What follows belongs to an exercise in optimizing a design on an open flow for small area and a short achievable clock period; a production flow would make more cautious choices. The RTL was checked by simulation tests, not by an equivalence proof against the original design.

--- design.v ---
module rlwe_alu (
    input  wire        clk,
    input  wire        rst,         
    input  wire        in_valid,
    input  wire [2:0]  in_op,
    input  wire [31:0] in_a,
    input  wire [31:0] in_b,
    input  wire [31:0] in_c,
    output reg         out_valid,
    output reg  [31:0] out_y0,
    output reg  [31:0] out_y1
);
    localparam integer Q    = 12289;
    localparam integer NINV = 12277;    
    localparam [2:0] OP_RED     = 3'd0;
    localparam [2:0] OP_SMUL    = 3'd1;
    localparam [2:0] OP_PMUL    = 3'd2;
    localparam [2:0] OP_PMULADD = 3'd3;
    localparam [2:0] OP_CT      = 3'd4;
    localparam [2:0] OP_GS      = 3'd5;
    localparam [2:0] OP_GSN     = 3'd6;
    function [13:0] modq32;
        input signed [31:0] x;
        reg signed [31:0] r;
        begin
            r = x % Q;
            if (r < 0)
                r = r + Q;
            modq32 = r[13:0];
        end
    endfunction
    function [13:0] modq28;
        input [27:0] x;
        reg [27:0] r;
        begin
            r = x % Q;
            modq28 = r[13:0];
        end
    endfunction
    reg        s0_valid;
    reg [2:0]  s0_op;
    reg [31:0] s0_a, s0_b, s0_c;
    always @(posedge clk) begin
        if (rst) begin
            s0_valid <= 1'b0;
        end else begin
            s0_valid <= in_valid;
        end
        s0_op <= in_op;
        s0_a  <= in_a;
        s0_b  <= in_b;
        s0_c  <= in_c;
    end
    wire [13:0] ra = modq32(s0_a);
    wire [13:0] rb = modq32(s0_b);
    wire [13:0] rc = modq32(s0_c);
    wire [14:0] sum_ab  = {1'b0, ra} + {1'b0, rb};
    wire [13:0] add_ab  = (sum_ab >= Q) ? (sum_ab - Q) : sum_ab[13:0];
    wire [13:0] sub_ab  = (ra >= rb) ? (ra - rb) : (ra + Q - rb);
    wire [31:0] smul = s0_a * {24'd0, s0_b[7:0]};
    reg        s1_valid;
    reg [2:0]  s1_op;
    reg [13:0] s1_ra, s1_rc, s1_add;
    reg [13:0] s1_m0, s1_m1;        
    reg [31:0] s1_smul;
    always @(posedge clk) begin
        if (rst) begin
            s1_valid <= 1'b0;
        end else begin
            s1_valid <= s0_valid;
        end
        s1_op   <= s0_op;
        s1_ra   <= ra;
        s1_rc   <= rc;
        s1_add  <= add_ab;
        s1_smul <= smul;
        case (s0_op)
            OP_CT: begin
                s1_m0 <= rb;
                s1_m1 <= rc;
            end
            OP_GS, OP_GSN: begin
                s1_m0 <= sub_ab;
                s1_m1 <= rc;
            end
            default: begin
                s1_m0 <= ra;
                s1_m1 <= rb;
            end
        endcase
    end
    wire [27:0] prod   = s1_m0 * s1_m1;
    wire [13:0] rprod  = modq28(prod);
    wire [27:0] prod_n = s1_add * NINV[13:0];
    wire [13:0] rprodn = modq28(prod_n);
    wire [14:0] sum_pa = {1'b0, s1_ra} + {1'b0, rprod};
    wire [13:0] add_pa = (sum_pa >= Q) ? (sum_pa - Q) : sum_pa[13:0];
    wire [13:0] sub_ap = (s1_ra >= rprod) ? (s1_ra - rprod) : (s1_ra + Q - rprod);
    wire [14:0] sum_pc = {1'b0, s1_rc} + {1'b0, rprod};
    wire [13:0] add_pc = (sum_pc >= Q) ? (sum_pc - Q) : sum_pc[13:0];
    reg [31:0] y0, y1;
    always @(*) begin
        y0 = 32'd0;
        y1 = 32'd0;
        case (s1_op)
            OP_RED:     y0 = {18'd0, s1_ra};
            OP_SMUL:    y0 = s1_smul;
            OP_PMUL:    y0 = {18'd0, rprod};
            OP_PMULADD: y0 = {18'd0, add_pc};
            OP_CT: begin
                y0 = {18'd0, add_pa};
                y1 = {18'd0, sub_ap};
            end
            OP_GS: begin
                y0 = {18'd0, s1_add};
                y1 = {18'd0, rprod};
            end
            OP_GSN: begin
                y0 = {18'd0, rprodn};
                y1 = {18'd0, rprod};
            end
            default: ;
        endcase
    end
    always @(posedge clk) begin
        if (rst) begin
            out_valid <= 1'b0;
        end else begin
            out_valid <= s1_valid;
        end
        out_y0 <= y0;
        out_y1 <= y1;
    end
endmodule
--- run.sh ---
#!/bin/bash
# synth_recipe.tcl (not shown) runs the flow's synth.tcl, then flattens the netlist and writes it again
# the make line also repeats each setting of config.mk as NAME=value (left out here)
make -C /OpenROAD-flow-scripts/flow DESIGN_CONFIG=/design/flow/config.mk WORK_HOME=/design/flow/orfs CLKGATE_MAP_FILE= SYNTH_SCRIPT=/design/flow/synth_recipe.tcl finish
--- config.mk ---
export PLATFORM = sky130hd
export DESIGN_NAME = rlwe_alu
export DESIGN_NICKNAME = rlwe_alu
export VERILOG_FILES = /design/flow/design.v
export SDC_FILE = /design/flow/constraint.sdc
export NUM_CORES = 4
export LEC_CHECK = 0
export CAP_MARGIN = 20
export CORE_MARGIN = 2
export CORE_UTILIZATION = 40
export SLEW_MARGIN = 20
--- constraint.sdc ---
create_clock -name core_clock -period 26.0 [get_ports {clk}]
set_input_delay 5.2000 -clock core_clock [delete_from_list [all_inputs] [get_ports {clk}]]
set_output_delay 5.2000 -clock core_clock [all_outputs]
set_load 0.01 [all_outputs]
==> results.cfg <==
[run_status]
run_status = no timing/DRC/antenna violations

[cells_and_area]
fill_count = 18400
final_net_count = 12500
drive_above_1_share = 0.209
syn2layout_area_growth_pct = 24.4
number_of_diodes_added_for_antenna_fixing = 0

[floorplan]
floorplan.die.height_um = 438
chipWidth_um = 438
initial_utilization = 0.402
fp.coreArea_um2 = 188000
die_area_um2 = 192000
placement_rows = 159
io-pin-count = 167

[worst_setup_path]
r2r_setup_slack_ps = 860
sort_of_element_at_the_start_of_the_critical_path = register
crit_arrival_ps = 25620
worstPathMaxFanout = 10
worst-endpoint-required_ps = 26480
path_common_cell = buf_4
timing.reg2reg.worst_path_depth = 109
delay_contributed_by_the_slowest_stage_of_the_critical_path_ps = 590
criticalPathCategory = reg -> reg
crit_path_top_delay_cell = or4b_4
setup.worst_path.end_class = register

[sta]
final-setup-viol-count = 0
relSlewSlack = 0.269
min_period_over_period = 0.967
timing.clock.skew_ps = 32.7
total_negative_setup_slack_ps = 0
final.min_clock_period_ps = 25140
worst-slew-pin-transition_ps = 1090
hold_viol = 0
fmaxAchievable_mhz = 39.8
finalMaxSlewViolations = 0

[detailed_routing]
drc = 0
drt_wl_total_um = 277000
route.vias.total = 84800
ant_nets = 0
drt_iter0_drc = 6872
drtPass1Iterations = 6
wl_per_cell_um = 19.6
viasPerCell = 6.01

[place]
place.gp.congestion = 0.985
place.detailed.hpwl_um = 228000
place.port_buffers = 148

[clock_tree]
cts_made_buffers = 38
clock_sinks = 253
h-tree-depth = 2
clk_latency_ps = 640
cts_root_buffer = clkbuf_16
clk_pin_slew_ps = 70
cts_max_path_buffers = 3
tritoncts = built

[grt]
globalRouteTotalUtil = 0.273
grt_pass1_wl_um = 436000
globalRouteOverflowTotal = 0
vias_in_the_first_global_route = 81300
number_of_antenna_violations_at_the_first_check_in_global_routing = 6
grt_start_max_net_pins = 36

[yosys]
synth_edf_count = 0
mean_instance_size_in_the_synthesized_netlist_um2 = 7.32
yosys_register_bits = 253
synth_warnings = 1
post-synth-top-count-cell = nand2_1
synthTopCellsByArea = fa_1 (11%), xnor2_1 (6.9%), dfxtp_1 (6.7%)
synthArstFlopShare = 0
synthesis.area_um2 = 75400
share_of_synthesized_area_occupied_by_flip_flops_and_latches = 0.0672
synth_cells = 10300
netlist_top_cells_count = nand2_1 (1036), nor2_1 (816), inv_1 (693), xnor2_1 (596), a21oi_1 (576)
yosys.cell_types.count = 156
synth_area_leader_cell = fa_1
most_frequently_used_flop_master_after_synthesis = dfxtp_1
synth_top_area_frac = 0.109

[worst_hold_path]
min_delay_path_depth = 1
timing.hold.worst.class = reg -> reg

[flow_run]
cap_viol_max_count = 0
-- critical path, delay by kind of cell (launching register included) --
kind | cells | cell delay, ps
XOR/XNOR | 7 | 1140
AND/OR/NAND/NOR | 34 | 8450
multiplexers | 4 | 1190
buffers and inverters | 20 | 2720
flip-flops | 1 | 370
adder cells (fa/ha/maj) | 9 | 3950
AO/OA/AOI/OAI | 35 | 7110
-- routing by layer --
layer	vias up	global-route usage	routed length (um)
met2	2769	0.469	131000
met4	4	0.0781	8700
li1	40500	-	-
met1	41000	0.363	122000
met3	457	0.0233	14500
met5	-	0	25
-- cells in the final DEF (no fill, tap or decap), drive strengths merged, types with 112 or more instances in the layout --
master and n:
nand4 144, buf 1431, dfxtp 253, nand2b 112
and2 367, mux2i 130, xor2 315, nand2 1039
inv 703, fa 412, or2 121, a31oi 183
nor4 146, a21oi 589, a211oi 142, o31ai 116
nor2 820, nor3 329, o21ai 500, or3 136
a21o 148, o211ai 125, and3 146, nand3 341
xnor2 599, ha 379, clkdlybuf4s50 148
-- through the flow --
| stage | util | cell area (um2) | setup WS, ps | std cells | hold slack (ps) |
|---|---|---|---|---|---|
| 6_report | 0.500 | 93800 | 862 | 14100 | 431 |
| 2_1_floorplan | - | 75700 | 8.58 | 10300 | 329 |
| 5_1_grt | 0.500 | 93800 | -192 | 14100 | 440 |
| 3_5_place_dp | 0.474 | 89000 | -191 | 14000 | 414 |
| 3_3_place_gp | 0.474 | 89000 | -4.38 | 14000 | 422 |
| 4_1_cts | 0.482 | 90300 | 4.16 | 14000 | 433 |
-- state kept, by name, indices dropped and copies added, names as in the netlist --
signal     count
out_y1        14
s1_add        14
s1_smul       32
s1_op          3
s1_rc         14
s0_valid       1
out_y0        32
s1_valid       1
s1_m1         14
s1_m0         14
out_valid      1
s0_c          32
s0_a          32
s1_ra         14
s0_b          32
s0_op          3
-- cell type report --
class | instances | area [um2] | share of cell area
Clock inverter | 24 | 335 | 0.00358
Clock buffer | 43 | 1020 | 0.0109
Sequential cell | 253 | 5090 | 0.0542
Inverter | 697 | 2620 | 0.0279
Timing Repair Buffer | 1579 | 12300 | 0.131
Tap cell | 2495 | 3120 | 0.0333
Multi-Input combinational cell | 9021 | 69300 | 0.739
-- kinds of logic after synthesis --
logic type                 synth area share
xor gates and xnor gates              0.107
other                             0.0000497
adders and majority gates             0.175
and+or+nand+nor                       0.285
DFF                                  0.0672
muxes                                0.0303
AOI/OAI and AO/OA                     0.281
buffers and inverters                0.0545
-- final timing paths --
| check | endpoint | from |
|---|---|---|
| max reg2reg | out_y0[3] | s1_m0[7] |
| min reg2reg | out_y0[24] | s1_smul[24] |
| min | out_y0[24] | s1_smul[24] |
| max | out_y0[3] | s1_m0[7] |
-- repair_timing --
item | CTS | global route
pin swaps | 1 | 167
resized for setup | 9 | 589
setup endpoints to repair | 11 | 84
setup buffers | 0 | 87
gates cloned | 0 | 1
hold buffers | 0 | 0

## re-timing with driven ports
The results above use ideal ports. As a check the final layout listed here was re-extracted and re-timed, cells and wires unchanged.
Step 1 (the two cells are an assumption about what drives the block):
set clk [get_ports {clk}]
set_driving_cell -lib_cell sky130_fd_sc_hd__clkbuf_16 $clk
set_driving_cell -lib_cell sky130_fd_sc_hd__buf_2 [delete_from_list [all_inputs] $clk]
Step 2, shift: input delay + t, output delay - t, t = (earliest + latest rising clock arrival at the registers) / 2. This alone moves slack from input paths to output paths.
Three values: ideal ports, drivers, drivers and shift; two values: the first two.
t (ns): 0.692
slack for setup (ns): 0.862 / 0.862 / 0.862
slew at the worst register clock pin (ns): 0.07 / 0.07
After both steps this run still meets setup and hold. For this run, drivers alone change the setup slack by 0.000 ns; drivers and shift together by 0.000 ns.
